Background: an optimization exercise with open tools, aiming at small area. Do not read the settings as production practice. Function was checked by simulation only, so behaviour that the tests miss may differ from the original. No driver is modelled on the clock port, so clocking that relies on it looks cheaper here than on a real chip. Power figures rest on the tool's default switching activity, not on a simulated workload.

## flow/design.v (module list and top-level ports; edited modules follow where they fit)
// module lcd_ctrl: 3479 lines
module lcd_ctrl(clk, rst, rq_valid, rq_data, rq_ready, status, map_pixel, map_raw, adc_req, adc_ack, adc_data, lcd_cs, lcd_cd, lcd_sclk, lcd_mosi);
  // ...
==> flow/run.sh <==
#!/bin/bash
# synth_recipe.tcl (not shown) runs the flow's synth.tcl, then flattens the netlist and writes it again
# the make line also repeats each setting of config.mk as NAME=value (left out here)
make -C /OpenROAD-flow-scripts/flow DESIGN_CONFIG=/design/flow/config.mk WORK_HOME=/design/flow/orfs CLKGATE_MAP_FILE= SYNTH_SCRIPT=/design/flow/synth_recipe.tcl finish
==> flow/config.mk <==
export PLATFORM = sky130hd
export DESIGN_NAME = lcd_ctrl
export DESIGN_NICKNAME = lcd_ctrl
export VERILOG_FILES = /design/flow/design.v
export SDC_FILE = /design/flow/constraint.sdc
export NUM_CORES = 4
export LEC_CHECK = 0
export ABC_AREA = 1
export CAP_MARGIN = 20
export CORE_MARGIN = 2
export CORE_UTILIZATION = 40
export CTS_BUF_LIST = sky130_fd_sc_hd__clkbuf_8
export CTS_CLUSTER_DIAMETER = 80
export CTS_CLUSTER_SIZE = 24
export SLEW_MARGIN = 20
==> flow/constraint.sdc <==
create_clock -name core_clock -period 20.0 [get_ports {clk}]
set_input_delay 4.0000 -clock core_clock [delete_from_list [all_inputs] [get_ports {clk}]]
set_output_delay 4.0000 -clock core_clock [all_outputs]
set_load 0.01 [all_outputs]
==> impl.org, run 1 <==
** Status
- The flow ran to the end and the layout has no timing, DRC or antenna violations.

** Floorplan
- Tap Count :: 341
- Once the floorplan was initialized, standard cells occupied 40.4% of the core.
- Floorplan core area :: 26700 um^2
- From left edge to right edge, the die measures around 170 um.

** Route
- Routed wire per std cell :: 18.5 um
- Summed over all nets, wire length on met2 after detailed routing comes to between 10 and 15 mm.
- Number of antenna-violating nets in the routed design :: 0
- Post-route DRC :: 0

** Placed design
- Placement Setup Slack :: 10.60 ns
- Port-buffer cells :: 52

** Timing
- At the pin with the least slew margin, the transition time is 0.854 ns.
- Post-layout minimum cycle time :: ~9.4 ns
- Layout Skew :: ~0.021 ns
- In the finished design, the share of the clock period the worst path needs comes to 47.0%.
- The final hold violation count is 0.
- Number of pins with negative max-slew slack in the final report :: 0

** Critical path
- STA classifies the critical path startpoint as a primary input.
- Required time worst endpoint :: roughly 16 ns
- R2r endpoint :: g_fb_15[0]$_DFF_P_
- Last element of the critical path :: rq_ready
- The worst setup path is captured at a primary output.
- The number of buffers and inverters on the critical path is 2.

** Pwr
- Across the VDD grid, the largest voltage drop is 65.7 uV.
- Power of the clock network :: 0.269 mW
- Summed over all sequential cells, the power is roughly 0.6 mW.
- Cell leakage power :: 4.85 nW
- Power per standard cell area :: 103 nW/um^2

** Yosys
- Cell types with the highest counts after synthesis :: nand2_1 (243), inv_1 (165), nor2_1 (139)
- In the synthesized netlist the async set-or-reset flop fraction comes to 0%.
- Of the post-synthesis cell area, the part taken by muxes is 0%.
- Averaged over all synthesized cells, the footprint is 8.54 um^2.
- Summed over all instances, the cell type with the most area after synthesis is edfxtp_1.

** Clock tree
- Max Root-Sink Buffers :: 2
- Buffers inserted during clock tree synthesis total 17.
- Clock-pin transition on the worst setup and hold timing paths :: 0.11 ns
- TritonCTS built the clock tree.
- Number of H-tree levels :: 4

** Global route
- GR met3 Demand/Resource :: 3.46%
- Global routing consumed, over all layers together, between 20% and 30% of the routing resources.
- The initial antenna violation count was 0.

** Final layout
- Core Util, Final :: 44.9%
- Once layout is complete, the cells apart from fillers number 1668.
==> inputs of run 2 (changes only) <==
--- a/flow/config.mk
+++ b/flow/config.mk
@@ -11,5 +11,5 @@
 export CORE_UTILIZATION = 40
 export CTS_BUF_LIST = sky130_fd_sc_hd__clkbuf_8
-export CTS_CLUSTER_DIAMETER = 80
-export CTS_CLUSTER_SIZE = 24
+export CTS_CLUSTER_DIAMETER = 60
+export CTS_CLUSTER_SIZE = 20
 export SLEW_MARGIN = 20
==> impl.org, run 2 <==
** Status
- Run status :: timing/DRC/antenna clean

** Yosys
- Compound-Gate Fraction of Synth Area :: 15.0%
- Ranking of synthesized cells by area :: edfxtp_1 (35%), dfxtp_1 (14%), nand2_1 (8.4%)
- Sequential-to-total area share from yosys stat :: 48.5%
- The largest total area in the synthesized netlist belongs to edfxtp_1.
- Summing the areas of all fa, ha and maj instances in the mapped netlist gives 5.74% of the synthesized area.
- Mapped Area :: 10800 um^2
- Cell types with the highest counts after synthesis :: nand2_1 (243), inv_1 (165), nor2_1 (139)
- Post-synth EDFFs :: roughly 130
- The post-synthesis mux area share is 0% (unchanged).
- Distinct cell type count after synthesis :: 60
- Summing the areas of all and, or, nand and nor instances in the mapped netlist gives between 20% and 30% of the synthesized area.
- The average cell area after synthesis was 8.54 um^2 (unchanged).
- Number of cells produced by synthesis :: between 1000 and 1500
- For this run, the number of Yosys warnings is 1.
- Most instantiated library cell after synthesis :: nand2_1
- Summing the areas of all xor and xnor instances in the mapped netlist gives 1.46% of the synthesized area.
- Summed over its instances, the top area cell type makes up a little over a third of the synthesized netlist area.
- For this run, the leading register cell type out of synthesis is edfxtp_1.
- After synthesis, the largest family of logic cells by area is simple AND/OR/NAND/NOR gates.
- The share of flip-flops with an asynchronous set or reset after synthesis is 0% (unchanged).
- Synthesis inferred 199 register bits.

** Global route
- The number of global-route vias before repair was 8275.
- Summed over all layers, the global routing overflow is 0.
- GR peak layer :: met1
- Tot GR Track Use :: 22.0% (unchanged)
- Global-route track usage on met1 :: 32.9%
- For this run, global-route usage on met2 was measured as 32.8%.
- Entering global routing, the biggest net connects 93 pins.
- The initial antenna violation count was 0 (unchanged).
- GR met3 Demand/Resource :: 3.46% (unchanged)
- The first global-routing pass estimated 47.7 mm of wire.

** Critical path
- Arrival time worst endpoint :: 5.40 ns
- Startpoint class of the critical path :: primary input
- The worst setup path is of the primary input to primary output kind.
- Dominant delay contributor by cell family on the critical path :: buffers and inverters
- The worst setup path is captured at a primary output.
- Cell with the biggest individual delay on the critical path :: clkdlybuf4s50_1
- The data required time at the worst endpoint came to 16.00 ns (about the same).
- Delay of the slowest cell on the worst path :: 0.58 ns
- The cell that appears most often on the critical path is clkdlybuf4s50_1.
- Crit path cell chain :: clkdlybuf4s50_1 -> nor2_1 -> clkdlybuf4s50_1
- The buffers plus inverters on the worst setup path is 2 (unchanged).
- Maximum fanout along the worst path :: 10

** Floorplan
- Die extent in y :: 168 um
- Starting density of the core :: 40.4% (unchanged)
- The die covers roughly 28000 um^2.
- In this run the count of I/O pins placed on the die edge is 64.
- Placement Rows :: 60
- The x dimension of the die was 168 um (unchanged).
- Floorplan core area :: 26700 um^2 (unchanged)

** Pwr
- Combinational logic is responsible for 30.5% of the overall power.
- Clock network fraction of total power :: 21.9%
- Switching part of the total :: around two fifths
- Overall power :: ~1.2 mW
- Summed over all nets, the switching power comes to between 0.4 and 0.5 mW.
- The leakage component of the power is 4.85 nW (unchanged).
- Cell internal power was estimated by the tool at 0.736 mW.
- Sequential cells account for a little under half of the total power.
- The worst IR drop on VDD came to 65.7 uV (unchanged).
- Power per standard cell area :: 103 nW/um^2 (unchanged)

** Route
- Post-route DRC :: 0 (unchanged)
- Summed over all layers, the routed wires come to between 30 and 40 mm.
- Dividing the detail-routed via count by the number of cells gives 5.43.
- Number of violations reported at the end of detailed-routing iteration 0 :: 877
- Across all layers, the routed design uses ~9100 vias.
- The post-route antenna net violation count came to 0 (unchanged).
- Routed wire per std cell :: 18.5 um (unchanged)
- For this run, the detailed router's first-pass iteration total came to 5.

** Flow run
- The tool flagged a number of max-cap violations equal to 0.

** Clock tree
- Number of H-tree levels :: 4 (unchanged)
- Resize count post-CTS :: 0
- CTS saw 199 sinks.
- Number of setup buffers added after CTS :: 0
- The tree is rooted in a clkbuf_8.
- TritonCTS Buffers :: 17 (unchanged)
- Hold-fix buffers, CTS :: 0
- The buffer depth of the longest clock path is 2 (unchanged).
- Clock-pin transition on the worst setup and hold timing paths :: 0.11 ns (about the same)
- TritonCTS built the clock tree.
- The clock reaches the later pin of the worst-skew pair after 0.49 ns.

** Timing
- Setup repair after global routing left no endpoint under its margin.
- Setup total negative slack :: 0 ns
- The number of pins exceeding their max-slew limit in the final report was 0 (unchanged).
- Slew of the pin with the lowest slew margin :: 0.854 ns (unchanged)
- Share of the clock period used by the worst path :: 47.0% (unchanged)
- Measured against its own limit, the worst slew margin works out to 43.0%.
- Static timing analysis puts the maximum clock frequency at around 0.11 GHz.
- The worst clock skew on the final layout came to 0.0208 ns (unchanged).
- The clock period minus final worst setup slack is 9.40 ns (unchanged).
- The final hold violation count was 0 (unchanged).
- Final-report setup violation count :: 0
- Across all setup checks in the final design, the least slack found is 10.60 ns.

** Placed design
- The number of I/O port buffers came to 52 (unchanged).
- The post-place setup slack came to 10.60 ns (unchanged).
- Post-DP HPWL :: 23.6 mm
- Routability congestion estimate :: 0.937

** Final layout
- The area growth from synthesis to layout is 11.2%.
- Commonest cells after routing, fill and taps aside :: nand2_1 (242), inv_1 (165), nor2_1 (139)
- Antenna fix cells :: 0
- Multi-input logic area :: between 4000 and 5000 um^2
- The register with the most flip-flops in the layout has 11 of them.
- In the final design database the tool counted ~1400 nets.
- Commonest non-fill, non-tap cell in the layout :: nand2_1
- Flip-flop and latch area :: 5250 um^2
- Of the cells placed in the final design, the portion with a size suffix greater than 1 is 5.88%.
- More flip-flops sit in one register than any other, and that register is map_raw.
- After filler insertion, the fill cell instance count of the layout stands at around 2600.

** Hold path
- Worst Hold Class :: register to register
==> run 2: cell counts in the layout (fill, tap and decap cells not counted) <==
Identical to the previous run, type by type.
==> run 2: cells by family (layout without fill, tap and decap cells) <==
| logic type | count (synthesis) | count (layout) |
|---|---|---|
| DFF | 199 | 199 |
| buffers and inverters | 216 | 268 |
| and+or+nand+nor | 516 | 516 |
| xor gates and xnor gates | 18 | 18 |
| adders and majority gates | 49 | 49 |
| AOI/OAI and AO/OA | 266 | 266 |
| other | 1 | 11 |
==> run 2: final timing paths <==
check                                          from             endpoint  slack [ns]  depth (start not counted)
worst min-delay path            g_fb_3[1]$_DFFE_PN_  g_fb_2[1]$_DFFE_PN_        0.42                          0
worst max-delay path                            rst             rq_ready       10.60                          3
worst max register to register        nb[0]$_DFF_P_   g_fb_15[0]$_DFF_P_       15.95                         15
worst min register to register  g_fb_3[1]$_DFFE_PN_  g_fb_2[1]$_DFFE_PN_        0.42                          0
==> run 2: area by class of cell <==
cell class / instances / area share [%]
clock buffer: 17 / 1.95
clock inverter: 15 / 1.49
inverter: 183 / 5.74
multi-input combinational: 860 / 39.2
sequential: 199 / 43.7
tap: 341 / 3.55
timing repair buffer: 53 / 4.43
==> run 2: power by group through the flow <==
stage	Clock (mW)	Sequential, mW	Combinational (mW)
global route	0.291	0.594	0.419
finish	0.269	0.586	0.376
floorplan	0	0.552	0.284
CTS	0.275	0.585	0.372
detailed placement	0	0.594	0.370
global placement	0	0.593	0.369
==> run 2: per-stage QoR <==
stage | util [%] | cells | cell area [um^2] | hold slack [ns]
floorplan | - | 1275 | 10800 | 0.400
global placement | 43.4 | 1636 | 11600 | 0.400
detailed placement | 43.4 | 1636 | 11600 | 0.405
CTS | 44.9 | 1668 | 12000 | 0.423
global route | 44.9 | 1668 | 12000 | 0.428
finish | 44.9 | 1668 | 12000 | 0.422
==> run 2: routing by layer <==
layer  wire [um]  up-vias
li1            -     4408
met5           0        -
met1       15000     4297
met3        1860       36
met2       13500      309
met4         579        0
==> inputs of run 3 (changes only) <==
--- a/flow/config.mk
+++ b/flow/config.mk
@@ -10,6 +10,6 @@
 export CORE_MARGIN = 2
 export CORE_UTILIZATION = 40
-export CTS_BUF_LIST = sky130_fd_sc_hd__clkbuf_8
-export CTS_CLUSTER_DIAMETER = 60
-export CTS_CLUSTER_SIZE = 20
+export CTS_BUF_LIST = sky130_fd_sc_hd__clkbuf_16
+export CTS_CLUSTER_DIAMETER = 120
+export CTS_CLUSTER_SIZE = 40
 export SLEW_MARGIN = 20
==> impl.org, run 3 <==
** Status
- Run status :: timing/DRC/antenna clean

** Global route
- Tot GR Track Use :: 22.0% (+0.042 points)
- The largest net degree at the start of global routing came to 93 (unchanged).
- The first-pass GRT wire length was 47.9 mm (+0.46%).
- Via count of the first global-routing pass :: 8314 (+0.47%)
- Remaining Overflow, GRT :: 0 (unchanged)
- Initial antenna violation count :: 0 (unchanged)

** Floorplan
- Starting density of the core :: 40.4% (unchanged)
- The x dimension of the die came to 168 um (unchanged).
- Placement Rows :: 60 (unchanged)
- I/O pin total :: 64 (unchanged)
- The die height was 168 um (unchanged).
- The core area was 26700 um^2 (unchanged).
- The floorplan die area was 28300 um^2 (unchanged).

** Yosys
- Ranking of synthesized cells by area :: edfxtp_1 (35%), dfxtp_1 (14%), nand2_1 (8.4%)
- The number of enable-type register cells in the synthesized netlist is 126 (unchanged).
- The instance count of the mapped netlist is 1265 (unchanged).
- The share of the synthesized area in the top cell type came to 35.0% (unchanged).
- The flop and latch count out of synthesis came to 199 (unchanged).
- The total standard cell area after synthesis was 10800 um^2 (unchanged).
- The average cell area after synthesis came to 8.54 um^2 (unchanged).
- Ranked by instance count, the synthesized netlist is headed by nand2_1 (243), inv_1 (165), nor2_1 (139).
- In the synthesized netlist the dominant register cell turns out to be edfxtp_1.
- In the post-synthesis netlist, the cell with the most instances is nand2_1.
- The share of flip-flops with an asynchronous set or reset after synthesis is 0% (unchanged).
- Library cell with the largest summed area after synthesis :: edfxtp_1
- The number of distinct standard cells referenced by the synthesized netlist came to 60 (unchanged).
- The total number of yosys warnings was 1 (unchanged).
- The portion of the post-synthesis area used by sequential elements was 48.5% (unchanged).

** Timing
- The period utilization came to 47.0% (about the same).
- The total negative setup slack is 0 ns (unchanged).
- Final Hold Violating Endpoints :: 0 (unchanged)
- Worst setup slack after layout :: 10.60 ns (-0.00220 ns)
- Final-report setup violation count :: 0 (unchanged)
- Worst hold margin :: 0.420 ns (-0.00256 ns)
- Post-layout minimum cycle time :: 9.40 ns (+0.00220 ns)
- Number of pins with negative max-slew slack in the final report :: 0 (unchanged)
- Setup repair after global routing left no endpoint under its margin.
- The maximum clock frequency was 0.106 GHz (about the same).
- Relative max-transition margin :: 41.0% (-2.0 points)
- The pin slew with the least headroom to its limit came to 0.883 ns (+0.0294 ns).
- The worst clock skew on the final layout was 0.0141 ns (-0.00664 ns).

** Placed design
- Cell Count Post-Placement :: 1636 (unchanged)
- The final weighted congestion in routability-driven placement was 0.937 (unchanged).
- The post-place setup slack came to 10.60 ns (unchanged).
- The number of I/O port buffers is 52 (unchanged).
- Post-DP HPWL :: 23.6 mm (unchanged)

** Critical path
- Critical path class :: primary input to primary output
- STA classifies the critical path endpoint as a primary output.
- Required time worst endpoint :: 16.00 ns (about the same)
- The maximum fanout count along the critical path was 10 (unchanged).
- The data arrival time of the critical path came to 5.40 ns (about the same).
- Startpoint class of the critical path :: primary input

** Pwr
- Combinational group share of total power :: 28.6% (-1.9 points)
- Reg power frac :: 44.6% (-3.0 points)
- The leakage component of the power came to 4.94 nW (+1.8%).
- Sw Pwr :: 0.506 mW (+2.0%)
- Power per standard cell area :: 108 nW/um^2 (+5.1%)
- The clock network power share is 26.8% (+4.9 points).
- The switching share of total power came to 38.4% (-1.8 points).
- Internal Pwr Total :: 0.810 mW (+10%)
- The worst IR drop on VDD is 76.9 uV (+17%).

** Route
- The average wire per cell in the routed design is 18.6 um (+0.26%).
- The post-route antenna net violation count is 0 (unchanged).
- DR vias :: 9123 (+0.81%)
- The number of iterations in the first detailed-routing pass is 6 (+1).
- The detailed-route vias per instance came to 5.47 (+0.81%).
- Drt total wl :: 31.0 mm (+0.26%)
- Number of violations reported at the end of detailed-routing iteration 0 :: 846 (-3.5%)
- Post-route DRC :: 0 (unchanged)

** Clock tree
- Number of setup buffers added after CTS :: 0 (unchanged)
- TritonCTS Buffers :: 17 (unchanged)
- Number of H-tree levels :: 4 (unchanged)
- The number of buffers inserted by hold repair at cts was 0 (unchanged).
- The clock net sink count is 199 (unchanged).
- Resize count post-CTS :: 0 (unchanged)
- The buffer depth of the longest clock path came to 2 (unchanged).
- Clock-pin transition on the worst setup and hold timing paths :: 0.07 ns (-0.04 ns)
- Clock latency reported for the late side of the worst-skew pair :: 0.44 ns (-0.05 ns)
- CTS Root Buffer Type :: clkbuf_16
- CTS tree :: done

** Final layout
- Counting flops per register, the top entry is map_raw.
- Final #Nets :: 1386 (unchanged)
- Final cell count without fillers :: 1668 (unchanged)
- The layout filler cell count came to 2599 (-1.1%).
- The fraction of the core area covered by cells at the end of the flow was 45.7% (+0.72 points).
- Number of flip-flops under the largest register name :: 11 (unchanged)
- Compared with the post-synthesis result, the final layout area differs by 12.9%.
- The fraction of final layout cells sized beyond drive strength 1 is 5.88% (unchanged).
- Antenna fix cells :: 0 (unchanged)
- Commonest cells after routing, fill and taps aside :: nand2_1 (242), inv_1 (165), nor2_1 (139)
- Leaving out fill and tap cells, the most frequent cell in the layout is nand2_1.

** Hold path
- Worst Hold Class :: register to register

** Flow run
- The number of max-cap violations is 0 (unchanged).
==> run 3: cell families after synthesis <==
group	synth area share, %
and+or+nand+nor	20.9
adders and majority gates	5.74
DFF	48.5
xor gates and xnor gates	1.46
other	0.0347
AOI/OAI and AO/OA	15.0
buffers and inverters	8.33
==> run 3: layout make-up <==
type                    instances  area, um^2  share of cell area (%)
multi-input cells             860        4700                    38.6
clock inverters                15         179                    1.47
inverters                     183         689                    5.65
clock buffers                  17         425                    3.49
well taps                     341         427                    3.50
flip-flops and latches        199        5250                    43.0
repair buffers                 53         532                    4.36
==> run 3: through the flow <==
stage | power (mW) | area [um^2]
3_5_place_dp | 0.963 | 11600
2_1_floorplan | 0.836 | 10800
3_3_place_gp | 0.962 | 11600
6_report | 1.32 | 12200
5_1_grt | 1.39 | 12200
4_1_cts | 1.32 | 12200
==> run 3: path summary, 6_finish.rpt <==
path	slack (ns)	to	start	cells after the start
setup / recovery	10.60	rq_ready	rst	3
hold reg to reg	0.42	g_fb_4[7]$_DFFE_PN_	g_fb_5[7]$_DFFE_PN_	0
hold / removal	0.42	g_fb_4[7]$_DFFE_PN_	g_fb_5[7]$_DFFE_PN_	0
setup reg to reg	15.89	g_fb_15[0]$_DFF_P_	nb[0]$_DFF_P_	15
==> run 3: routing by layer <==
metal	global-route usage (%)	up-vias	share of wire (%)
met1	33.0	4316	48
met5	0	-	0
met4	5.96	0	1.8
met3	3.43	38	6.3
li1	-	4425	-
met2	33.0	344	44
==> run 3: critical path, cell delays in order <==
cell and delay (ns):
clkdlybuf4s50_1 0.58, nor2_1 0.25, clkdlybuf4s50_1 0.57
==> run 3: power by group through the flow <==
stage	combinational, mW	sequential, mW	clock (mW)
3_3_place_gp	0.369	0.593	0
3_5_place_dp	0.370	0.594	0
5_1_grt	0.419	0.594	0.376
2_1_floorplan	0.284	0.552	0
4_1_cts	0.372	0.585	0.360
6_report	0.377	0.587	0.352
==> inputs of run 4 (changes only) <==
--- a/flow/config.mk
+++ b/flow/config.mk
@@ -10,6 +10,6 @@
 export CORE_MARGIN = 2
 export CORE_UTILIZATION = 40
-export CTS_BUF_LIST = sky130_fd_sc_hd__clkbuf_16
-export CTS_CLUSTER_DIAMETER = 120
-export CTS_CLUSTER_SIZE = 40
+export CTS_BUF_LIST = sky130_fd_sc_hd__clkbuf_4 sky130_fd_sc_hd__clkbuf_8
+export CTS_CLUSTER_DIAMETER = 60
+export CTS_CLUSTER_SIZE = 16
 export SLEW_MARGIN = 20
==> impl.org, run 4 <==
** Floorplan
- I/O pin total :: 64 (unchanged)
- DIE AREA :: 28300 um^2 (unchanged)
- Die extent in y :: 168 um (unchanged)
- The effective utilization at floorplan was 40.4% (unchanged).
- X dimension of the die :: 168 um (unchanged)
- Placement Rows :: 60 (unchanged)
- Floorplan core area :: 26700 um^2 (unchanged)

** Yosys
- The share of flip-flops with an asynchronous set or reset after synthesis came to 0% (unchanged).
- Post-synth top flop :: edfxtp_1
- Ranking of synthesized cells by area :: edfxtp_1 (35%), dfxtp_1 (14%), nand2_1 (8.4%)
- Average footprint of a synthesized cell :: 8.54 um^2 (unchanged)
- Mapped Area :: 10800 um^2 (unchanged)
- The commonest cells after synthesis are nand2_1 (243), inv_1 (165), nor2_1 (139).
- Most instantiated library cell after synthesis :: nand2_1
- The number of enable-type register cells in the synthesized netlist is 126 (unchanged).
- Number of cells produced by synthesis :: 1265 (unchanged)
- Share of the synthesized area in the top cell type :: 35.0% (unchanged)
- edfxtp_1 takes more of the synthesized area than any other cell.
- Number of synthesized register bits :: 199 (unchanged)
- The number of distinct standard cells referenced by the synthesized netlist came to 60 (unchanged).
- The total number of yosys warnings came to 1 (unchanged).
- The portion of the post-synthesis area used by sequential elements is 48.5% (unchanged).

** Route
- Vias per Instance :: 5.43 (-0.80%)
- DR vias :: 9050 (-0.80%)
- The routed wire length came to 30.9 mm (-0.26%).
- The number of iterations in the first detailed-routing pass is 5 (-1).
- The average wire per cell in the routed design came to 18.5 um (-0.26%).
- The routed metal-1 wire length was 15.0 mm (+0.71%).
- The violation count after the first detailed-route iteration came to 877 (+3.7%).
- Routed wire length on met2 :: 13.5 mm (-0.75%)
- Routed signal wires occupy layers up through met4.
- The detailed-route DRC error count came to 0 (unchanged).
- Met3 WL post-DR :: 1.86 mm (-4.8%)
- The post-route antenna net violation count is 0 (unchanged).

** Clock tree
- The clock transition at the registers of the reported paths is 0.11 ns (+0.04 ns).
- The clock net sink count is 199 (unchanged).
- The post-cts repair resize count is 0 (unchanged).
- Number of H-tree levels :: 4 (unchanged)
- The post-CTS repair timing setup buffer count was 0 (unchanged).
- CTS tree :: done
- The number of buffers inserted by hold repair at cts was 0 (unchanged).
- Clock latency reported for the late side of the worst-skew pair :: 0.49 ns (+0.05 ns)
- The total CTS buffers came to 17 (unchanged).
- The root buffer cell chosen for the clock tree is clkbuf_8.
- Max Root-Sink Buffers :: 2 (unchanged)

** Timing
- The final number of setup-violating endpoints came to 0 (unchanged).
- The pin slew with the least headroom to its limit came to 0.854 ns (-0.0294 ns).
- Final Hold Violating Endpoints :: 0 (unchanged)
- Number of pins with negative max-slew slack in the final report :: 0 (unchanged)
- The clock period minus final worst setup slack came to 9.40 ns (-0.00220 ns).
- Setup repair after global routing left no endpoint under its margin.
- Highest clock rate :: 0.106 GHz (about the same)
- Relative max-transition margin :: 43.0% (+2.0 points)
- The period utilization came to 47.0% (about the same).
- The worst clock skew on the final layout came to 0.0208 ns (+0.00664 ns).
- The total negative setup slack is 0 ns (unchanged).

** Pwr
- The switching share of total power is 40.3% (+1.8 points).
- Cell leakage power :: 4.85 nW (-1.8%)
- The sequential share of power is 47.6% (+3.0 points).
- The proportion of power drawn by combinational gates is 30.5% (+1.9 points).
- Power per standard cell area :: 103 nW/um^2 (-4.9%)
- The worst IR drop on VDD came to 65.7 uV (-15%).
- Sw Pwr :: 0.496 mW (-1.9%)
- The internal power came to 0.736 mW (-9.1%).
- Clock network fraction of total power :: 21.9% (-4.9 points)

** Critical path
- The data arrival time of the critical path was 5.40 ns (about the same).
- The data required time at the worst endpoint was 16.00 ns (about the same).
- The number of cells on the worst reg-to-reg path is 15 (unchanged).
- Maximum fanout along the worst path :: 10 (unchanged)
- The worst setup slack for register-to-register paths is 15.95 ns (+0.06 ns).
- FF-to-FF Start :: nb[0]$_DFF_P_
- Startpoint class of the critical path :: primary input
- The endpoint identified for the worst register-to-register timing path is g_fb_15[0]$_DFF_P_.
- STA classifies the critical path endpoint as a primary output.
- The worst setup path is of the primary input to primary output kind.
- Worst setup startpoint :: rst

** Global route
- The initial antenna violation count is 0 (unchanged).
- Tot GR Track Use :: 22.0% (-0.042 points)
- The largest net degree at the start of global routing came to 93 (unchanged).
- The remaining global-route overflow is 0 (unchanged).
- First-pass GRT wire length :: 47.7 mm (-0.46%)
- The number of global-route vias before repair was 8275 (-0.47%).

** Final layout
- From synthesis to final layout, the design area changed by 11.2%.
- Layout Cell Area excl Fill :: 12000 um^2 (-1.6%)
- Share of layout cells above drive strength 1 :: 5.88% (unchanged)
- The count of nets after finishing is 1386 (unchanged).
- The library cell used most frequently in the layout, excluding fill and tap cells, is nand2_1.
- Fillers :: 2629 (+1.2%)
- Leaving out fill and tap cells, the most frequent cells in the layout are nand2_1 (242), inv_1 (165), nor2_1 (139).
- The number of flip-flops in the largest register was 11 (unchanged).
- The diode insertion count for antenna repair is 0 (unchanged).
- Register with the most flip-flops :: map_raw

** Placed design
- The placed wire-length estimate after detailed placement came to 23.6 mm (unchanged).
- Port-buffer cells :: 52 (unchanged)
- The cell area after placement was 11600 um^2 (unchanged).
- The final weighted congestion in routability-driven placement came to 0.937 (unchanged).

** Hold path
- The worst hold path terminates at g_fb_2[1]$_DFFE_PN_.
- Worst hold path startpoint :: g_fb_3[1]$_DFFE_PN_
- In this run the worst hold path is classified as register to register.
- The depth of the worst hold-timing path was 0 (unchanged).

** Flow run
- The number of max-cap violations is 0 (unchanged).

** Status
- The run finished with no timing, DRC or antenna violations.
## run 4: worst max path at each step
stage                     cells past startpoint  slack (ns)  endpoint
after floorplan                               2       11.57  rq_ready
after global placement                        3       10.63  rq_ready
after detailed placement                      3       10.60  rq_ready
after CTS                                     3       10.59  rq_ready
after global routing                          3       10.52  rq_ready
final                                         3       10.60  rq_ready
## run 4: through the flow
stage	power (mW)	instances	hold slack [ns]	setup slack, ns	utilization, %
after CTS	1.23	1668	0.423	10.59	44.9
after detailed placement	0.963	1636	0.405	10.60	43.4
after floorplan	0.836	1275	0.400	11.57	-
after global placement	0.962	1636	0.400	10.63	43.4
after global routing	1.30	1668	0.428	10.52	44.9
final	1.23	1668	0.422	10.60	44.9
## run 4: cell families after synthesis
| logic type | Yosys count | synth area share [%] |
|---|---|---|
| AOI/OAI and AO/OA | 266 | 15.0 |
| xor gates and xnor gates | 18 | 1.46 |
| adders and majority gates | 49 | 5.74 |
| buffers and inverters | 216 | 8.33 |
| DFF | 199 | 48.5 |
| other | 1 | 0.0347 |
| and+or+nand+nor | 516 | 20.9 |
## run 4: layout make-up
type	instances	area, um^2	share of cell area [%]
Inverter	183	689	5.74
Sequential cell	199	5250	43.7
Tap cell	341	427	3.55
Timing Repair Buffer	53	532	4.43
Multi-Input combinational cell	860	4700	39.2
Clock inverter	15	179	1.49
Clock buffer	17	234	1.95
## run 4: critical path, stage by stage
cell,delay (ns)
clkdlybuf4s50_1,0.58
nor2_1,0.25
clkdlybuf4s50_1,0.57
## run 4: per-layer routing
metal	GRT usage (%)	vias up
li1	-	4408
met1	32.9	4297
met2	32.8	309
met3	3.46	36
met4	6.11	0
met5	0	-
## run 4: power groups by stage
stage / clock network [mW] / logic, mW / registers, mW
after global routing: 0.291 / 0.419 / 0.594
after global placement: 0 / 0.369 / 0.593
after CTS: 0.275 / 0.372 / 0.585
final: 0.269 / 0.376 / 0.586
after floorplan: 0 / 0.284 / 0.552
after detailed placement: 0 / 0.370 / 0.594
==> inputs of run 5 (changes only) <==
==> flow/flow/run.sh (new file) <==
#!/bin/bash
# Layout flow: the standard ORFS flow (standard.sh, unchanged synthesis,
# floorplan, power grid and tap cells), with two layout choices changed:
#  - the input and output port buffers are sky130_fd_sc_hd__buf_1 cells
#    (buffer_ports -buffer_cell), the smallest buffer, instead of the default;
#  - clock tree synthesis uses sky130_fd_sc_hd__clkbuf_8 buffers and inserts
#    no dummy loads (clock_tree_synthesis -dont_use_dummy_load).
# Each ORFS step writes its full log under orfs/logs/; this script's own
# output, and that of make, goes to flow_run.log in the work folder.
set -euo pipefail
cd "$(dirname "$0")/.."
export BUFFER_PORTS_ARGS="-buffer_cell sky130_fd_sc_hd__buf_1"
export CTS_ARGS="-sink_clustering_enable -repair_clock_nets -dont_use_dummy_load -buf_list sky130_fd_sc_hd__clkbuf_8"
bash standard.sh finish > flow_run.log 2>&1
test -f out/final.def
==> flow/standard.sh (new file) <==
#!/bin/bash
# synth_recipe.tcl (not shown) runs the flow's synth.tcl, then flattens the netlist and writes it again
# the make line also repeats each setting of config.mk as NAME=value (left out here)
make -C /OpenROAD-flow-scripts/flow DESIGN_CONFIG=/design/flow/config.mk WORK_HOME=/design/flow/orfs CLKGATE_MAP_FILE= SYNTH_SCRIPT=/design/flow/synth_recipe.tcl "${@:-finish}"
--- a/flow/config.mk
+++ b/flow/config.mk
@@ -10,6 +10,3 @@
 export CORE_MARGIN = 2
 export CORE_UTILIZATION = 40
-export CTS_BUF_LIST = sky130_fd_sc_hd__clkbuf_4 sky130_fd_sc_hd__clkbuf_8
-export CTS_CLUSTER_DIAMETER = 60
-export CTS_CLUSTER_SIZE = 16
 export SLEW_MARGIN = 20
removed: flow/run.sh
==> impl.org, run 5 <==
** Clock tree
- The clock network latency to the later pin of the worst-skew pair is 0.47 ns (-0.02 ns).
- Number of setup buffers added after CTS :: 0 (unchanged)
- TritonCTS built the clock tree.
- Hold-fix buffers, CTS :: 0 (unchanged)
- The total CTS buffers was 17 (unchanged).
- Clock-pin transition on the worst setup and hold timing paths :: 0.10 ns (about the same)
- Resize count post-CTS :: 0 (unchanged)
- Total clock sinks :: 199 (unchanged)

** Timing
- RSZ-0062 raised after global routing :: no
- Number of pins with negative max-slew slack in the final report :: 0 (unchanged)
- Post-layout minimum cycle time :: 8.61 ns (-0.790 ns)
- The pin slew with the least headroom to its limit was 1.05 ns (+0.195 ns).
- The worst hold slack after final layout was 0.389 ns (-0.0332 ns).
- The maximum clock frequency is 0.116 GHz (+9.2%).
- Setup total negative slack :: 0 ns (unchanged)
- Final Hold Violating Endpoints :: 0 (unchanged)
- Share of the clock period used by the worst path :: 43.1% (-4.0 points)
- The final number of setup-violating endpoints came to 0 (unchanged).
- Relative max-transition margin :: 30.1% (-13 points)
- The worst clock skew on the final layout is 0.0380 ns (+0.0172 ns).

** Final layout
- The number of flip-flops in the largest register came to 11 (unchanged).
- The count of nets after finishing was 1386 (unchanged).
- The diode insertion count for antenna repair is 0 (unchanged).
- Share of layout cells above drive strength 1 :: 4.80% (-1.1 points)
- Layout Cell Area excl Fill :: 11500 um^2 (-4.2%)
- Commonest non-fill, non-tap cell in the layout :: nand2_1
- Commonest cells after routing, fill and taps aside :: nand2_1 (242), inv_1 (165), nor2_1 (139)
- Compared with the post-synthesis result, the final layout area differs by 6.46%.
- More flip-flops sit in one register than any other, and that register is map_raw.

** Floorplan
- Placement Rows :: 60 (unchanged)
- The effective utilization at floorplan is 40.4% (unchanged).
- X dimension of the die :: 168 um (unchanged)
- I/O pin total :: 64 (unchanged)
- Floorplan core area :: 26700 um^2 (unchanged)
- The floorplan die area is 28300 um^2 (unchanged).
- The die height was 168 um (unchanged).

** Route
- The count of vias placed by the detailed router was 9094 (+0.49%).
- Detailed-routing iteration count for the pre-antenna-repair pass :: 8 (+3)
- Number of violations reported at the end of detailed-routing iteration 0 :: 1047 (+19%)
- The detailed-route vias per instance is 5.50 (+1.4%).
- Number of antenna-violating nets in the routed design :: 0 (unchanged)
- The routed wire length came to 30.9 mm (about the same).
- The average wire per cell in the routed design was 18.7 um (+1.0%).
- The detailed-route DRC error count is 0 (unchanged).

** Yosys
- The total standard cell area after synthesis came to 10800 um^2 (unchanged).
- The share of flip-flops with an asynchronous set or reset after synthesis came to 0% (unchanged).
- Among all cell types in the netlist, the one instantiated most often is nand2_1.
- Ranking of synthesized cells by area :: edfxtp_1 (35%), dfxtp_1 (14%), nand2_1 (8.4%)
- The portion of the post-synthesis area used by sequential elements was 48.5% (unchanged).
- Average footprint of a synthesized cell :: 8.54 um^2 (unchanged)
- The flop and latch count out of synthesis came to 199 (unchanged).
- Distinct cell type count after synthesis :: 60 (unchanged)
- Post-synth EDFFs :: 126 (unchanged)
- edfxtp_1 takes more of the synthesized area than any other cell.
- The instance count of the mapped netlist was 1265 (unchanged).
- Synth Warn # :: 1 (unchanged)
- In the synthesized netlist the dominant register cell turns out to be edfxtp_1.
- Cell types with the highest counts after synthesis :: nand2_1 (243), inv_1 (165), nor2_1 (139)
- Share of the synthesized area in the top cell type :: 35.0% (unchanged)

** Pwr
- The proportion of power drawn by combinational gates is 32.0% (+1.5 points).
- Internal Pwr Total :: 0.699 mW (-5.1%)
- The switching power of the nets came to 0.458 mW (-7.6%).
- Clock network fraction of total power :: 17.4% (-4.5 points)
- The overall power after layout was 1.16 mW (-6.1%).
- Power per standard cell area :: 101 nW/um^2 (-2.0%)
- Cell leakage power :: 4.65 nW (-4.3%)
- Reg power frac :: 50.6% (+3.0 points)
- The switching share of total power came to 39.6% (-0.65 points).
- The worst IR drop on VDD is 49.4 uV (-25%).

** Critical path
- Critical path class :: primary input to primary output
- Maximum fanout along the worst path :: 10 (unchanged)
- Startpoint class of the critical path :: primary input
- The data arrival time of the critical path was 4.61 ns (-0.79 ns).
- Crit path capture type :: primary output
- Required time worst endpoint :: 16.00 ns (about the same)

** Placed design
- The final weighted congestion in routability-driven placement is 0.961 (+2.6%).
- Post-DP HPWL :: 23.8 mm (+0.66%)
- Port-buffer cells :: 52 (unchanged)
- Area post-placement :: 11300 um^2 (-2.8%)

** Flow run
- Max capacitance violation total :: 0 (unchanged)

** Global route
- Pin count of the biggest net entering global routing :: 84 (-9.7%)
- Remaining Overflow, GRT :: 0 (unchanged)
- Initial antenna violation count :: 0 (unchanged)
- Via count of the first global-routing pass :: 8265 (-0.12%)
- Tot GR Track Use :: 21.9% (-0.027 points)
- First-pass GRT wire length :: 47.7 mm (about the same)

** Hold path
- Worst Hold Class :: register to register

** Status
- The run finished with no timing, DRC or antenna violations.
## run 5: cell counts after synthesis
No cell type changed its count.
## run 5: power groups by stage
stage               combinational [mW]  sequential (mW)  clock, mW
floorplan                        0.284            0.552          0
global placement                 0.364            0.593          0
detailed placement               0.363            0.593          0
CTS                              0.365            0.584      0.208
global route                     0.414            0.594      0.221
finish                           0.370            0.585      0.201
## run 5: cell type report
cell class | count | area [um^2]
fillers | 2661 | 15200
flip-flops and latches | 199 | 5250
multi-input cells | 860 | 4700
inverters | 183 | 689
well taps | 341 | 427
clock buffers | 17 | 234
repair buffers | 53 | 203
## run 5: through the flow
stage          std cells  util (%)  worst slack, ns
2_1_floorplan       1275         -            11.57
3_3_place_gp        1636      42.2            11.43
3_5_place_dp        1636      42.2            11.39
4_1_cts             1653      43.0            11.39
5_1_grt             1653      43.0            11.14
6_report            1653      43.0            11.39
## run 5: per-layer routing
| metal | GRT usage [%] | part of all wire (%) |
|---|---|---|
| met1 | 33.7 | 48 |
| met2 | 31.8 | 43 |
| met3 | 3.57 | 7.5 |
| met4 | 5.70 | 1.7 |
| met5 | 0 | 0 |
## run 5: critical path: stages
cell	delay, ns
buf_1	0.32
nor2_1	0.14
buf_1	0.15
## run 5: cells by family (layout without fill, tap and decap cells)
logic type / Yosys count / in the layout / share of synthesized area, %
and+or+nand+nor: 516 / 516 / 20.9
AOI/OAI and AO/OA: 266 / 266 / 15.0
buffers and inverters: 216 / 253 / 8.33
DFF: 199 / 199 / 48.5
adders and majority gates: 49 / 49 / 5.74
xor gates and xnor gates: 18 / 18 / 1.46
other: 1 / 11 / 0.0347
## run 5: path summary, 6_finish.rpt
check                           start                  end  slack, ns  cells after the start
hold / removal    g_fb_3[7]$_DFFE_PN_  g_fb_2[7]$_DFFE_PN_       0.39                      0
setup / recovery                  rst             rq_ready      11.39                      3
hold reg to reg   g_fb_3[7]$_DFFE_PN_  g_fb_2[7]$_DFFE_PN_       0.39                      0
setup reg to reg      op[2]$_DFFE_PP_  g_fb_3[7]$_DFFE_PN_      15.85                     14
==> inputs of run 6 (changes only) <==
==> flow/flow/run.sh (replaced) <==
#!/bin/bash
# Layout flow: the standard ORFS flow (standard.sh: unchanged synthesis,
# floorplan, power grid, tap cells, placement, routing), with three layout
# choices changed:
#  - after synthesis, the logic between the registers is mapped again with an
#    area-oriented ABC script (flow/remap.py, flow/remap.abc); the registers
#    keep the standard synthesis's instances, names and cell types;
#  - the input and output port buffers are sky130_fd_sc_hd__buf_1 cells
#    (buffer_ports -buffer_cell), the smallest buffer;
#  - clock tree synthesis uses sky130_fd_sc_hd__clkbuf_8 buffers and inserts
#    no dummy loads (clock_tree_synthesis -dont_use_dummy_load).
# Logs, one per tool run, in the work folder: flow_synth.log (standard.sh
# synth), flow_remap.log (Yosys/ABC re-mapping), flow_finish.log (standard.sh
# to the end); each ORFS step also writes its full log under orfs/logs/.
set -euo pipefail
cd "$(dirname "$0")/.."
export BUFFER_PORTS_ARGS="-buffer_cell sky130_fd_sc_hd__buf_1"
export CTS_ARGS="-sink_clustering_enable -repair_clock_nets -dont_use_dummy_load -buf_list sky130_fd_sc_hd__clkbuf_16 -sink_clustering_size 40 -sink_clustering_max_diameter 200"
bash standard.sh synth > flow_synth.log 2>&1
R=orfs/results/${FLOW_PLATFORM}/lcd_ctrl/base
LIB=${FLOW_HOME}/platforms/${FLOW_PLATFORM}/lib/sky130_fd_sc_hd__tt_025C_1v80.lib
YOSYS=${FLOW_HOME}/../tools/install/yosys/bin/yosys
cp $R/1_2_yosys.v flow_synth_netlist.v
python3 flow/remap.py "$LIB" "${FLOW_HOME}/platforms/${FLOW_PLATFORM}/config.mk" flow_synth_netlist.v flow_remap.v flow/remap.abc > flow_remap.ys
$YOSYS -l flow_remap.log -q -s flow_remap.ys > /dev/null 2>&1
# keep only the top module (the flip-flop and tie cells are library cells)
python3 - <<'PY'
import re
s = open('flow_remap.v.all').read()
m = re.search(r'^module lcd_ctrl\b.*?^endmodule', s, re.S | re.M)
open('flow_remap.v', 'w').write(m.group(0) + '\n')
PY
cp flow_remap.v $R/1_2_yosys.v
rm -f $R/1_synth.odb $R/1_synth.sdc
bash standard.sh finish > flow_finish.log 2>&1
test -f out/final.def
==> flow/flow/remap.abc (new file) <==
strash
dch
amap
strash
dch
amap
topo
==> flow/flow/remap.py (new file) <==
# Writes the Yosys script that re-maps the logic between the registers of
# ORFS's synthesised netlist: the flip-flops and tie cells stay as they are
# (same instances, names and cell types); every other cell is read as its
# liberty function and the logic is mapped again by ABC with an area-oriented
# script (remap.abc, dch + amap).
import sys, re
lib, cfg, netin, netout, abc = sys.argv[1:6]
txt = open(cfg).read()
m = re.search(r'DONT_USE_CELLS \+=(.*?)\n\s*\n', txt, re.S)
dont = [c for c in re.split(r'[\s\\]+', m.group(1)) if c.startswith('sky130')] if m else []
du = ' '.join('-dont_use ' + c for c in dont)
keep = 'sky130_fd_sc_hd__dfxtp_1 sky130_fd_sc_hd__edfxtp_1 sky130_fd_sc_hd__conb_1'
net = open(netin).read()
seq = sorted(set(re.findall(r'\b(sky130_fd_sc_hd__\w*(?:df|dl|sdf|conb)\w*)\s', net)))
keep = ' '.join(seq)
print(f"""read_liberty -ignore_miss_func {lib}
read_verilog {netin}
hierarchy -top lcd_ctrl
setattr -mod -set keep_hierarchy 1 {keep}
flatten
opt_clean -purge
abc -script {abc} -liberty {lib} {du}
opt_clean -purge
hilomap -singleton -hicell sky130_fd_sc_hd__conb_1 HI -locell sky130_fd_sc_hd__conb_1 LO
insbuf -buf sky130_fd_sc_hd__buf_4 A X
rename -enumerate
opt_clean -purge
select -module lcd_ctrl
stat -liberty {lib}
select -clear
write_verilog -noattr -selected {netout}.all
""")
==> impl.org, run 6 <==
** Timing
- Number of pins with negative max-slew slack in the final report :: 0 (unchanged)
- Final Hold Violating Endpoints :: 0 (unchanged)
- The period utilization came to 44.0% (+0.97 points).
- The worst clock skew on the final layout is 0.0257 ns (-0.0123 ns).
- Relative max-transition margin :: 28.0% (-2.0 points)
- Highest clock rate :: 0.114 GHz (-2.2%)
- The pin slew with the least headroom to its limit is 1.07 ns (+0.0191 ns).
- RSZ-0062 raised after global routing :: no
- Worst hold margin :: 0.410 ns (+0.0209 ns)
- Setup total negative slack :: 0 ns (unchanged)
- Post-layout minimum cycle time :: 8.81 ns (+0.194 ns)
- The final number of setup-violating endpoints came to 0 (unchanged).

** Floorplan
- Placement Rows :: 57 (-5.0%)
- DIE AREA :: 26100 um^2 (-8.0%)
- Floorplan core area :: 24300 um^2 (-9.0%)
- The x dimension of the die was 162 um (-4.1%).
- The die height came to 162 um (-4.1%).
- I/O pin total :: 64 (unchanged)
- Starting density of the core :: 40.8% (+0.38 points)

** Final layout
- Share of layout cells above drive strength 1 :: 1.88% (-2.9 points)
- Final #Nets :: 1194 (-14%)
- Leaving out fill and tap cells, the most frequent cell in the layout is nor2_1.
- Final cell count without fillers :: 1493 (-9.7%)
- Fillers :: 2372 (-11%)
- Layout Cell Area excl Fill :: 10800 um^2 (-5.8%)
- Number of flip-flops under the largest register name :: 11 (unchanged)
- Relative to the synthesized area, the layout overhead comes to 9.17%.
- Flip-flop and latch area :: 5250 um^2 (unchanged)
- map_raw holds more flip-flops than any other register.
- Commonest cells after routing, fill and taps aside :: nor2_1 (207), clkinv_1 (132), edfxtp_1 (126)
- Antenna fix cells :: 0 (unchanged)
- The multi-input combinational cell area is 4030 um^2 (-14%).

** Yosys
- The average cell area after synthesis is 8.93 um^2 (+4.6%).
- Mapped Area :: 9920 um^2 (-8.2%)
- The total number of yosys warnings came to 1 (unchanged).
- The instance count of the mapped netlist came to 1111 (-12%).

** Pwr
- Power per standard cell area :: 101 nW/um^2 (+0.20%)
- The leakage component of the power came to 3.43 nW (-26%).
- Overall power :: 1.09 mW (-5.6%)
- Worst IR Drop VDD :: 46.4 uV (-6.1%)

** Route
- The sum of met3 wire segment lengths after detailed routing was 2.26 mm (-2.8%).
- Number of antenna-violating nets in the routed design :: 0 (unchanged)
- Routed wire per std cell :: 19.6 um (+4.5%)
- The number of iterations in the first detailed-routing pass was 7 (-1).
- The violation count after the first detailed-route iteration is 1068 (+2.0%).
- The routed wire length is 29.2 mm (-5.6%).
- The routed metal-1 wire length came to 13.4 mm (-9.4%).
- Top Layer Used :: met4
- Post-route DRC :: 0 (unchanged)
- The detailed-route vias per instance came to 5.94 (+8.0%).
- The count of vias placed by the detailed router came to 8873 (-2.4%).
- The sum of met2 wire segment lengths after detailed routing came to 12.8 mm (-3.7%).

** Global route
- First-pass GRT wire length :: 45.7 mm (-4.3%)
- Pin count of the biggest net entering global routing :: 85 (+1.2%)
- The initial antenna violation count was 0 (unchanged).
- Via count of the first global-routing pass :: 7878 (-4.7%)
- The remaining global-route overflow was 0 (unchanged).
- Tot GR Track Use :: 22.7% (+0.78 points)

** Clock tree
- CTS tree :: done
- TritonCTS Buffers :: 17 (unchanged)
- The clock network latency to the later pin of the worst-skew pair is 0.44 ns (-0.03 ns).
- Number of setup buffers added after CTS :: 0 (unchanged)
- Clock-pin transition on the worst setup and hold timing paths :: 0.07 ns (-0.03 ns)
- Resize count post-CTS :: 0 (unchanged)
- Hold-fix buffers, CTS :: 0 (unchanged)
- Total clock sinks :: 199 (unchanged)

** Critical path
- The data arrival time of the critical path is 4.81 ns (+0.20 ns).
- Startpoint class of the critical path :: register
- The worst setup path is captured at a primary output.
- The number of cells on the worst reg-to-reg path was 28 (+14).
- Delay of the slowest cell on the worst path :: 0.53 ns (+0.21 ns)
- Critical path class :: register to primary output
- Most frequent cell on the critical path :: nor2_1
- The maximum fanout count along the critical path was 9 (-1).
- Crit path cell chain :: clkinv_1 -> nor2_1 -> nor2_1 -> a211oi_1 -> a21oi_1 -> o21ai_0 -> o21ai_0 -> o32ai_1 -> a31o_1 -> nor2_1 -> a21oi_1 -> nor2b_1 -> nor2_1 -> o21bai_1 -> and3_1 -> o22ai_1 -> o21a_1 -> nor2_1 -> a211oi_1 -> nor2b_1 -> a211o_1 -> buf_1
- The endpoint identified for the worst register-to-register timing path is g_kp_reg_7$_DFF_P_.
- Setup slack, reg-to-reg :: 13.48 ns (-2.37 ns)
- The startpoint identified for the worst register-to-register timing path is kidx[3]$_DFF_P_.
- On the critical path, the stage with the largest delay is an instance of dfxtp_1.
- Required time worst endpoint :: 16.00 ns (about the same)

** Flow run
- The number of max-cap violations is 0 (unchanged).

** Placed design
- Cell Count Post-Placement :: 1476 (-9.8%)
- The cell area after placement came to 10400 um^2 (-7.6%).
- Post-DP HPWL :: 22.1 mm (-7.0%)
- The number of I/O port buffers came to 52 (unchanged).
- The final weighted congestion in routability-driven placement was 0.959 (-0.25%).

** Hold path
- Worst hold path startpoint :: g_fb_3[7]$_DFFE_PN_
- The path with the worst hold slack has its endpoint at g_fb_2[7]$_DFFE_PN_.
- Worst Hold Class :: register to register
- Worst hold path stage count :: 0 (unchanged)

** Status
- Run status :: timing/DRC/antenna clean
[run 6: worst max-delay path, delay by kind of cell, from the launching register on]
kind	cells	cell delay [ns]
and+or+nand+nor	8	1.24
AOI/OAI and AO/OA	12	2.22
buffers and inverters	2	0.37
DFF	1	0.53
[run 6: worst max path at each step]
stage	startpoint	to	slack (ns)
after detailed placement	rst	rq_ready	11.43
after global placement	rst	rq_ready	11.45
after floorplan	rst	g_fb_0[0]$_DFFE_PN_	11.37
after global routing	map_raw[6]$_DFF_P_	map_pixel[5]	10.60
final	map_raw[4]$_DFF_P_	map_pixel[5]	11.19
after CTS	map_raw[4]$_DFF_P_	map_pixel[5]	11.28
[run 6: routing by layer]
metal | vias up | global-route usage [%]
li1 | 4209 | -
met3 | 53 | 4.01
met4 | 0 | 7.02
met2 | 438 | 34.3
met1 | 4173 | 33.2
met5 | - | 0
[run 6: cell type report]
| type | instances | share of cell area [%] |
|---|---|---|
| clock buffer | 17 | 3.93 |
| multi-input combinational | 764 | 37.2 |
| tap | 324 | 3.74 |
| inverter | 133 | 4.63 |
| sequential | 199 | 48.4 |
| timing repair buffer | 56 | 2.08 |
[run 6: where the power goes]
| group | internal (mW) | switching [mW] | total [mW] | leakage, nW |
|---|---|---|---|---|
| Clock | 0.148 | 0.134 | 0.283 | 0.209 |
| Sequential | 0.476 | 0.0652 | 0.541 | 1.74 |
| Combinational | 0.0903 | 0.177 | 0.268 | 1.49 |
| Total | 0.715 | 0.377 | 1.09 | 3.43 |
[run 6: stage by stage]
| stage | setup WS (ns) | utilization (%) |
|---|---|---|
| final | 11.19 | 44.5 |
| after global routing | 10.60 | 44.5 |
| after CTS | 11.28 | 44.5 |
| after detailed placement | 11.43 | 42.8 |
| after global placement | 11.45 | 42.8 |
| after floorplan | 11.37 | - |
==> inputs of run 7 (changes only) <==
--- a/flow/flow/run.sh
+++ b/flow/flow/run.sh
@@ -16,5 +16,5 @@
 cd "$(dirname "$0")/.."
 export BUFFER_PORTS_ARGS="-buffer_cell sky130_fd_sc_hd__buf_1"
-export CTS_ARGS="-sink_clustering_enable -repair_clock_nets -dont_use_dummy_load -buf_list sky130_fd_sc_hd__clkbuf_16 -sink_clustering_size 40 -sink_clustering_max_diameter 200"
+export CTS_ARGS="-sink_clustering_enable -repair_clock_nets -dont_use_dummy_load -buf_list sky130_fd_sc_hd__clkbuf_8"
 bash standard.sh synth > flow_synth.log 2>&1
 R=orfs/results/${FLOW_PLATFORM}/lcd_ctrl/base
==> impl.org, run 7 <==
** Status
- Run status :: timing/DRC/antenna clean

** Final layout
- In the layout the commonest cells are nor2_1 (207), clkinv_1 (132), edfxtp_1 (126).
- Final #Nets :: 1194 (unchanged)
- Synthesis-to-layout area growth :: 7.24%
- Counting flops per register, the top entry is map_raw.
- The layout filler cell count is 2398 (+1.1%).
- Share of layout cells above drive strength 1 :: 1.88% (unchanged)
- Antenna fix cells :: 0 (unchanged)
- Commonest non-fill, non-tap cell in the layout :: nor2_1
- The number of flip-flops in the largest register is 11 (unchanged).

** Timing
- The clock period minus final worst setup slack came to 8.83 ns (+0.0200 ns).
- The worst clock skew on the final layout was 0.0358 ns (+0.0101 ns).
- The final worst setup slack came to 11.17 ns (-0.0200 ns).
- The maximum clock frequency was 0.113 GHz (-0.23%).
- RSZ-0062 raised after global routing :: no
- Final Hold Violating Endpoints :: 0 (unchanged)
- Relative max-transition margin :: 24.6% (-3.4 points)
- Setup total negative slack :: 0 ns (unchanged)
- Final-report setup violation count :: 0 (unchanged)
- The number of pins exceeding their max-slew limit in the final report came to 0 (unchanged).
- Share of the clock period used by the worst path :: 44.1% (+0.10 points)
- Slew of the pin with the lowest slew margin :: 1.12 ns (+0.0511 ns)

** Flow run
- The number of max-cap violations was 0 (unchanged).

** Critical path
- The data arrival time of the critical path is 4.83 ns (+0.02 ns).
- Critical path class :: register to primary output
- Cell with the biggest individual delay on the critical path :: dfxtp_1
- The cell that appears most often on the critical path is nor2_1.
- STA classifies the critical path endpoint as a primary output.
- Startpoint class of the critical path :: register
- Dominant delay contributor by cell family on the critical path :: compound AO/OA/AOI/OAI gates
- The maximum fanout count along the critical path was 9 (unchanged).
- Crit path cell chain :: clkinv_1 -> nor2_1 -> nor2_1 -> a211oi_1 -> a21oi_1 -> o21ai_0 -> o21ai_0 -> o32ai_1 -> a31o_1 -> nor2_1 -> a21oi_1 -> nor2b_1 -> nor2_1 -> o21bai_1 -> and3_1 -> o22ai_1 -> o21a_1 -> nor2_1 -> a211oi_1 -> nor2b_1 -> a211o_1 -> buf_1
- The data required time at the worst endpoint was 16.00 ns (about the same).
- The worst setup slack for register-to-register paths was 13.40 ns (-0.08 ns).
- The buffers plus inverters on the worst setup path is 2 (unchanged).
- Delay of the slowest cell on the worst path :: 0.54 ns (about the same)

** Hold path
- The path class of the tightest hold or removal check is register to register.

** Floorplan
- The core area is 24300 um^2 (unchanged).
- Placement Rows :: 57 (unchanged)
- The effective utilization at floorplan is 40.8% (unchanged).
- I/O pin total :: 64 (unchanged)
- The floorplan die area came to 26100 um^2 (unchanged).
- Die extent in y :: 162 um (unchanged)
- X dimension of the die :: 162 um (unchanged)

** Placed design
- Placement Setup Slack :: 11.43 ns (unchanged)
- The number of I/O port buffers came to 52 (unchanged).
- Post-DP HPWL :: 22.1 mm (unchanged)
- The final weighted congestion in routability-driven placement is 0.959 (unchanged).

** Clock tree
- TritonCTS Buffers :: 17 (unchanged)
- Total clock sinks :: 199 (unchanged)
- TritonCTS built the clock tree.
- The number of buffers inserted by hold repair at cts came to 0 (unchanged).
- The clock network latency to the later pin of the worst-skew pair was 0.48 ns (+0.04 ns).
- The post-CTS repair timing setup buffer count came to 0 (unchanged).
- Clock-pin transition on the worst setup and hold timing paths :: 0.10 ns (+0.03 ns)
- The post-cts repair resize count came to 0 (unchanged).

** Yosys
- The instance count of the mapped netlist is 1111 (unchanged).
- Synth Warn # :: 1 (unchanged)
- Mapped Area :: 9920 um^2 (unchanged)
- The average cell area after synthesis is 8.93 um^2 (unchanged).

** Route
- Vias per Instance :: 5.94 (about the same)
- Number of violations reported at the end of detailed-routing iteration 0 :: 1123 (+5.1%)
- Detailed-routing iteration count for the pre-antenna-repair pass :: 8 (+1)
- Drt total wl :: 29.2 mm (about the same)
- The post-route antenna net violation count is 0 (unchanged).
- Routed wire per std cell :: 19.5 um (about the same)
- DR vias :: 8871 (-0.023%)
- Post-route DRC :: 0 (unchanged)

** Pwr
- Power per standard cell area :: 94.8 nW/um^2 (-5.9%)
- The worst IR drop on VDD was 42.4 uV (-8.7%).
- Cell leakage power :: 3.34 nW (-2.5%)

** Global route
- Pin count of the biggest net entering global routing :: 85 (unchanged)
- The initial antenna violation count came to 0 (unchanged).
- The first-pass GRT wire length was 45.7 mm (about the same).
- The number of global-route vias before repair is 7922 (+0.56%).
- The remaining global-route overflow was 0 (unchanged).
- The overall global routing resource usage came to 22.6% (-0.066 points).
run 7: where the power goes:
group	switching (mW)	internal, mW	total [mW]
clock network	0.125	0.0755	0.200
logic	0.177	0.0903	0.268
registers	0.0656	0.476	0.541
total	0.368	0.641	1.01
run 7: final timing paths:
check	from	end	cells past startpoint
hold reg to reg	g_fb_3[7]$_DFFE_PN_	g_fb_2[7]$_DFFE_PN_	0
setup reg to reg	kidx[3]$_DFF_P_	g_kp_reg_7$_DFF_P_	28
hold / removal	g_fb_3[7]$_DFFE_PN_	g_fb_2[7]$_DFFE_PN_	0
setup / recovery	map_raw[4]$_DFF_P_	map_pixel[5]	22
run 7: cell type report:
type / instances / area [um^2] / share of cell area (%)
Sequential cell: 199 / 5250 / 49.3
Clock buffer: 17 / 234 / 2.20
Tap cell: 324 / 405 / 3.81
Multi-Input combinational cell: 764 / 4030 / 37.9
Inverter: 133 / 502 / 4.71
Timing Repair Buffer: 56 / 225 / 2.12
run 7: worst register-to-register path: cells and delay by family, from the launching register on:
family	cells	cell delay, ns
buffers and inverters	5	1.06
DFF	1	0.57
AOI/OAI and AO/OA	11	1.91
and+or+nand+nor	12	2.92
run 7: metrics by stage:
stage	hold slack [ns]	cells	total power, mW	util (%)	area [um^2]
2_1_floorplan	0.400	1121	0.711	-	9960
6_report	0.406	1493	1.01	43.8	10600
5_1_grt	0.422	1493	1.06	43.8	10600
3_3_place_gp	0.400	1476	0.807	42.8	10400
4_1_cts	0.408	1493	1.00	43.8	10600
3_5_place_dp	0.405	1476	0.805	42.8	10400
run 7: routing by layer:
metal | global-route usage, % | vias to the layer above | routed length (um)
li1 | - | 4206 | -
met1 | 33.2 | 4197 | 13500
met2 | 34.2 | 420 | 12700
met3 | 3.93 | 48 | 2310
met4 | 6.90 | 0 | 712
met5 | 0 | - | 0

## port drivers added, routing unchanged
No port has a modelled driver above. Below, the same layouts with a new extraction and two added sets of constraints. Step 1: set_driving_cell puts a clkbuf_16 on clk and a buf_2 on each other input, an assumption about the parent block. Step 2 also shifts input and output timing later by t, the mid clock arrival at the registers, as if the neighbouring blocks saw the same clock. Slacks: ideal ports / drivers / drivers and shift; pairs: ideal ports / drivers.
| run | t, ns | setup WS [ns] | hold slack, ns | latest minus earliest clock arrival (ns) | worst slew at a driven data input, ns |
|---|---|---|---|---|---|
| run 1 | 0.522 | 10.598 / 10.575 / 10.575 | 0.422 / 0.422 / 0.422 | 0.020 / 0.021 | 0.06 |
| run 2 | 0.522 | 10.598 / 10.575 / 10.575 | 0.422 / 0.422 / 0.422 | 0.020 / 0.021 | 0.06 |
| run 3 | 0.482 | 10.595 / 10.573 / 10.573 | 0.420 / 0.420 / 0.420 | 0.015 / 0.015 | 0.06 |
| run 4 | 0.522 | 10.598 / 10.575 / 10.575 | 0.422 / 0.422 / 0.422 | 0.020 / 0.021 | 0.06 |
| run 5 | 0.490 | 11.388 / 11.364 / 11.364 | 0.389 / 0.389 / 0.389 | 0.038 / 0.038 | 0.06 |
| run 6 | 0.475 | 11.193 / 11.145 / 11.415 | 0.410 / 0.410 / 0.410 | 0.026 / 0.026 | 0.04 |
| run 7 | 0.504 | 11.174 / 11.132 / 11.409 | 0.406 / 0.406 / 0.406 | 0.036 / 0.036 | 0.04 |
After both steps setup and hold are still met in every run listed. For run 5, which loses most, drivers alone change the setup slack by -0.024 ns; drivers and shift together by -0.024 ns.
